From an optimization exercise on the open Yosys and OpenROAD flow, aimed at small area, a short achievable clock period and few clock cycles per item; shortcuts taken in it are not production practice. RTL that was checked went through simulation tests only; none was proved equivalent to the original. Power figures rest on the tool's default switching activity, not on a simulated workload.

==> flow/design.v <==
module dict_decoder (
    input  wire        clk,
    input  wire        rst,
    input  wire        dict_we,
    input  wire [3:0]  dict_waddr,
    input  wire [31:0] dict_wdata,
    input  wire [4:0]  dict_size,
    input  wire        start,
    input  wire        in_valid,
    output wire        in_ready,
    input  wire [31:0] in_data,
    input  wire        in_last,
    output reg         out_valid,
    output reg  [31:0] out_data,
    output reg         done,
    output reg  [2:0]  fault_code
);
    localparam [2:0] TAG_LIT = 3'd0, TAG_RLE = 3'd1, TAG_DIR = 3'd2, TAG_BMD = 3'd3,
                     TAG_FM1 = 3'd4, TAG_FM2 = 3'd5, TAG_FM4 = 3'd6, TAG_PMM = 3'd7;
    localparam [2:0] F_NONE = 3'd0, F_OUT_OF_RANGE = 3'd2, F_STREAM = 3'd4,
                     F_BAD_FIELD = 3'd5, F_NO_PRIOR = 3'd6;
    reg [31:0] dict [0:15];
    always @(posedge clk)
        if (dict_we)
            dict[dict_waddr] <= dict_wdata;
    reg        run;         
    reg [66:0] buf_q;       
    reg [6:0]  fill;        
    reg [31:0] row_q;       
    reg        row_v;
    reg        eoi;         
    reg        has_line;
    reg [2:0]  rep;         
    reg [4:0]  ds_q;        
    reg        rdy_q;       
    wire [2:0] tag = buf_q[66:64];
    reg [6:0] need;
    always @(*) begin
        case (tag)
        TAG_LIT: need = 7'd35;
        TAG_RLE: need = 7'd6;
        TAG_DIR: need = 7'd7;
        TAG_BMD: need = 7'd16;
        TAG_PMM: need = 7'd17;
        default: need = 7'd12;   
        endcase
    end
    wire [31:0] f_lit   = buf_q[63:32];
    wire [2:0]  f_count = buf_q[63:61];
    wire [3:0]  f_dir_j = buf_q[63:60];
    wire [4:0]  f_s     = buf_q[63:59];          
    wire [3:0]  f_mask  = buf_q[58:55];          
    wire [3:0]  f_bmd_j = buf_q[54:51];
    wire [3:0]  f_fm_j  = buf_q[58:55];
    wire [4:0]  f_p2    = buf_q[58:54];          
    wire [3:0]  f_pmm_j = buf_q[53:50];
    reg  [3:0]  j;
    always @(*) begin
        case (tag)
        TAG_DIR: j = f_dir_j;
        TAG_BMD: j = f_bmd_j;
        TAG_PMM: j = f_pmm_j;
        default: j = f_fm_j;
        endcase
    end
    wire [15:0] jsel = 16'd1 << j;
    reg  [31:0] entry;
    integer k;
    always @(*) begin
        entry = 32'd0;
        for (k = 0; k < 16; k = k + 1)
            entry = entry | ({32{jsel[k]}} & dict[k]);
    end
    reg  [3:0]  pat;
    always @(*) begin
        case (tag)
        TAG_BMD: pat = f_mask;
        TAG_FM1: pat = 4'b1000;
        TAG_FM2: pat = 4'b1100;
        TAG_FM4: pat = 4'b1111;
        TAG_PMM: pat = 4'b1000;
        default: pat = 4'b0000;
        endcase
    end
    wire [31:0] oh_s  = 32'h8000_0000 >> f_s;
    wire [31:0] oh_p2 = 32'h8000_0000 >> f_p2;
    wire [31:0] flip1 = ({32{pat[3]}} & oh_s) | ({32{pat[2]}} & (oh_s >> 1)) |
                        ({32{pat[1]}} & (oh_s >> 2)) | ({32{pat[0]}} & (oh_s >> 3));
    wire [31:0] flip2 = {32{tag == TAG_PMM}} & oh_p2;
    wire [31:0] line  = (tag == TAG_LIT) ? f_lit : (entry ^ flip1 ^ flip2);
    reg  [2:0]  fault;
    always @(*) begin
        fault = F_NONE;
        case (tag)
        TAG_RLE: if (!has_line) fault = F_NO_PRIOR;
        TAG_BMD: if (f_s > 5'd28) fault = F_BAD_FIELD;
        TAG_FM2: if (f_s > 5'd30) fault = F_BAD_FIELD;
        TAG_FM4: if (f_s > 5'd28) fault = F_BAD_FIELD;
        default: ;
        endcase
        if (fault == F_NONE && tag != TAG_LIT && tag != TAG_RLE && {1'b0, j} >= ds_q)
            fault = F_OUT_OF_RANGE;
    end
    wire hold = (rep != 3'd0);
    reg  [6:0] lf35, lf6, lf7, lf16, lf17, lf12;
    reg  [6:0] left_a;
    always @(*) begin
        case (tag)
        TAG_LIT: left_a = lf35;
        TAG_RLE: left_a = lf6;
        TAG_DIR: left_a = lf7;
        TAG_BMD: left_a = lf16;
        TAG_PMM: left_a = lf17;
        default: left_a = lf12;
        endcase
    end
    wire ge   = !left_a[6];                           
    wire adv  = run && ge && !hold;                  
    wire fin  = run && !ge && !hold && eoi && !row_v;   
    reg [2:0] tag2;
    always @(*) begin
        case (tag)
        TAG_LIT: tag2 = buf_q[31:29];
        TAG_RLE: tag2 = buf_q[60:58];
        TAG_DIR: tag2 = buf_q[59:57];
        TAG_BMD: tag2 = buf_q[50:48];
        TAG_PMM: tag2 = buf_q[49:47];
        default: tag2 = buf_q[54:52];
        endcase
    end
    reg [6:0] need2;
    always @(*) begin
        case (tag2)
        TAG_LIT: need2 = 7'd35;
        TAG_RLE: need2 = 7'd6;
        TAG_DIR: need2 = 7'd7;
        TAG_BMD: need2 = 7'd16;
        TAG_PMM: need2 = 7'd17;
        default: need2 = 7'd12;
        endcase
    end
    wire [6:0] left = adv ? left_a : fill;
    wire app  = row_v && (left <= 7'd35);
    assign in_ready = rdy_q;
    wire take = in_valid && rdy_q;
    wire sh0  = !adv;
    wire sh35 = adv && tag == TAG_LIT;
    wire sh6  = adv && tag == TAG_RLE;
    wire sh7  = adv && tag == TAG_DIR;
    wire sh16 = adv && tag == TAG_BMD;
    wire sh17 = adv && tag == TAG_PMM;
    wire sh12 = adv && (tag == TAG_FM1 || tag == TAG_FM2 || tag == TAG_FM4);
    wire [66:0] buf_s = ({67{sh0}}  & buf_q)         | ({67{sh35}} & (buf_q << 35)) |
                        ({67{sh6}}  & (buf_q << 6))  | ({67{sh7}}  & (buf_q << 7))  |
                        ({67{sh16}} & (buf_q << 16)) | ({67{sh17}} & (buf_q << 17)) |
                        ({67{sh12}} & (buf_q << 12));
    wire [66:0] buf_n = buf_s | (app ? ({row_q, 35'd0} >> left) : 67'd0);
    wire [6:0] fill_n = left + (app ? 7'd32 : 7'd0);
    always @(posedge clk) begin
        if (run) begin
            buf_q <= buf_n;
            fill  <= fill_n;
            lf35  <= fill_n - 7'd35;
            lf6   <= fill_n - 7'd6;
            lf7   <= fill_n - 7'd7;
            lf16  <= fill_n - 7'd16;
            lf17  <= fill_n - 7'd17;
            lf12  <= fill_n - 7'd12;
            eoi   <= take ? in_last : eoi;
            row_v <= row_v_n;
        end else begin
            buf_q <= {in_valid ? in_data : 32'd0, 35'd0};
            fill  <= in_valid ? 7'd32 : 7'd0;
            lf35  <= in_valid ? 7'd32 - 7'd35 : 7'd0 - 7'd35;
            lf6   <= in_valid ? 7'd32 - 7'd6  : 7'd0 - 7'd6;
            lf7   <= in_valid ? 7'd32 - 7'd7  : 7'd0 - 7'd7;
            lf16  <= in_valid ? 7'd32 - 7'd16 : 7'd0 - 7'd16;
            lf17  <= in_valid ? 7'd32 - 7'd17 : 7'd0 - 7'd17;
            lf12  <= in_valid ? 7'd32 - 7'd12 : 7'd0 - 7'd12;
            eoi   <= in_valid && in_last;
            row_v <= row_v_n;
        end
        if (rdy_q)
            row_q <= in_data;
    end
    wire fault_stop = adv && fault != F_NONE;
    wire last_stop  = adv && !(tag == TAG_RLE && f_count != 3'd0) &&
                      eoi && !row_v && left < need2;
    wire stop       = fault_stop || last_stop || fin;
    reg  [2:0] stop_code;
    always @(*) begin
        if (fault_stop)
            stop_code = fault;
        else if (last_stop)
            stop_code = (left >= 7'd3 && tag2 != TAG_LIT) ? F_STREAM : F_NONE;
        else
            stop_code = (fill >= 7'd3 && tag != TAG_LIT) ? F_STREAM : F_NONE;
    end
    wire hold_n = (hold && rep != 3'd1) || (adv && tag == TAG_RLE && f_count != 3'd0);
    wire row_v_n = run && (take || (row_v && !app));
    wire run_n   = !rst && (run ? !stop : start);
    wire done_n  = !rst && run && stop;
    always @(posedge clk) begin
        rdy_q     <= run_n ? (!row_v_n || fill_n <= 7'd35 || (!hold_n && fill_n <= 7'd41)) : !done_n;
        run       <= run_n;
        done      <= done_n;
        out_valid <= !rst && run && (hold || (adv && fault == F_NONE));
        if (rst)
            fault_code <= F_NONE;
        else if (done_n)
            fault_code <= stop_code;
        if (!run) begin
            rep      <= 3'd0;
            has_line <= 1'b0;
            ds_q     <= dict_size;
        end else begin
            if (hold)
                rep <= rep - 3'd1;
            else if (adv && tag == TAG_RLE)
                rep <= f_count;
            if (adv)
                has_line <= 1'b1;
        end
        if (adv && tag != TAG_RLE)
            out_data <= line;
    end
endmodule
export LEC_CHECK = 0
export CAP_MARGIN = 20
export CORE_MARGIN = 2
export CORE_UTILIZATION = 40
export SLEW_MARGIN = 20
create_clock -name core_clock -period 12.0 [get_ports {clk}]
standard.sh (not shown) runs the stock make flow with config.mk's settings and CLKGATE_MAP_FILE= SYNTH_SCRIPT=/design/flow/synth_recipe.tcl, a recipe that flattens the netlist after the stock synthesis.
==> flow/flow/run.sh <==
#!/bin/bash
set -euo pipefail
bash standard.sh SETUP_SLACK_MARGIN=8.5 finish > standard.log 2>&1
Testbench counts at the start, summed over its fixed seeds: cycles 4,294, lines 4,015.
Edit:
--- a/flow/design.v
+++ b/flow/design.v
@@ -61,18 +61,11 @@
         TAG_BMD: j = f_bmd_j;
         TAG_PMM: j = f_pmm_j;
         default: j = f_fm_j;
         endcase
     end
-    wire [15:0] jsel = 16'd1 << j;
-    reg  [31:0] entry;
-    integer k;
-    always @(*) begin
-        entry = 32'd0;
-        for (k = 0; k < 16; k = k + 1)
-            entry = entry | ({32{jsel[k]}} & dict[k]);
-    end
+    wire [31:0] entry = dict[j];
     reg  [3:0]  pat;
     always @(*) begin
         case (tag)
         TAG_BMD: pat = f_mask;
         TAG_FM1: pat = 4'b1000;
@@ -141,21 +134,23 @@
     end
     wire [6:0] left = adv ? left_a : fill;
     wire app  = row_v && (left <= 7'd35);
     assign in_ready = rdy_q;
     wire take = in_valid && rdy_q;
-    wire sh0  = !adv;
-    wire sh35 = adv && tag == TAG_LIT;
-    wire sh6  = adv && tag == TAG_RLE;
-    wire sh7  = adv && tag == TAG_DIR;
-    wire sh16 = adv && tag == TAG_BMD;
-    wire sh17 = adv && tag == TAG_PMM;
-    wire sh12 = adv && (tag == TAG_FM1 || tag == TAG_FM2 || tag == TAG_FM4);
-    wire [66:0] buf_s = ({67{sh0}}  & buf_q)         | ({67{sh35}} & (buf_q << 35)) |
-                        ({67{sh6}}  & (buf_q << 6))  | ({67{sh7}}  & (buf_q << 7))  |
-                        ({67{sh16}} & (buf_q << 16)) | ({67{sh17}} & (buf_q << 17)) |
-                        ({67{sh12}} & (buf_q << 12));
+    reg  [66:0] buf_s;
+    always @(*) begin
+        if (!adv)
+            buf_s = buf_q;
+        else case (tag)
+            TAG_LIT: buf_s = buf_q << 35;
+            TAG_RLE: buf_s = buf_q << 6;
+            TAG_DIR: buf_s = buf_q << 7;
+            TAG_BMD: buf_s = buf_q << 16;
+            TAG_PMM: buf_s = buf_q << 17;
+            default: buf_s = buf_q << 12;
+        endcase
+    end
     wire [66:0] buf_n = buf_s | (app ? ({row_q, 35'd0} >> left) : 67'd0);
     wire [6:0] fill_n = left + (app ? 7'd32 : 7'd0);
     always @(posedge clk) begin
         if (run) begin
             buf_q <= buf_n;
@@ -194,16 +189,15 @@
         else if (last_stop)
             stop_code = (left >= 7'd3 && tag2 != TAG_LIT) ? F_STREAM : F_NONE;
         else
             stop_code = (fill >= 7'd3 && tag != TAG_LIT) ? F_STREAM : F_NONE;
     end
-    wire hold_n = (hold && rep != 3'd1) || (adv && tag == TAG_RLE && f_count != 3'd0);
     wire row_v_n = run && (take || (row_v && !app));
     wire run_n   = !rst && (run ? !stop : start);
     wire done_n  = !rst && run && stop;
     always @(posedge clk) begin
-        rdy_q     <= run_n ? (!row_v_n || fill_n <= 7'd35 || (!hold_n && fill_n <= 7'd41)) : !done_n;
+        rdy_q     <= run_n ? (!row_v_n || fill_n <= 7'd35) : !done_n;
         run       <= run_n;
         done      <= done_n;
         out_valid <= !rst && run && (hold || (adv && fault == F_NONE));
         if (rst)
             fault_code <= F_NONE;
=> The new run completed with no timing, DRC or antenna violations. Final cell count is lower by 5.2%. Clock-buffer cell count goes down by 1. Area after synthesis rose by 2.1%. Core utilization is lower by 0.72 points. First-iteration DRC count came out lower by 19%. Clock skew goes down by 0.0068 ns. Final area went up by 0.70%. Setup slack degrades by 0.11 ns. Sequential power went down by 9.6%. Hold slack is worse by 0.0094 ns. Sequential cell count does not change. Die area climbs by 2.1%. Total power goes down by 32%. Non-clock buffer count went down by 51.
The RTL of the second run of this note was laid out without a check of its function.

[re-timing with driven ports]
How much do the figures lean on ideal ports? The routed layouts below were timed once more, with nothing changed but the port constraints. Step 1, drivers: a clkbuf_16 drives clk and a buf_2 each remaining input, both assumed. Step 2 times the ports against the registers' clock, not the clock port: input delays grow and output delays shrink by t, the midpoint of the rising clock arrivals with the driver on. Three values: ideal, step 1, step 2; two values: the first two.
| run | t (ns) | setup slack, ns | worst register clock-pin slew, ns | worst slew at a driven data input, ns |
|---|---|---|---|---|
| the first run | 0.726 | 8.182 / 8.116 / 7.835 | 0.07 / 0.07 | 0.12 |
| the second run | 0.718 | 8.069 / 8.069 / 7.869 | 0.07 / 0.07 | 0.09 |
After both steps every run listed still meets setup and hold. The setup slack of the first run, which loses most, moves by -0.066 ns with the drivers and by -0.347 ns with both steps.
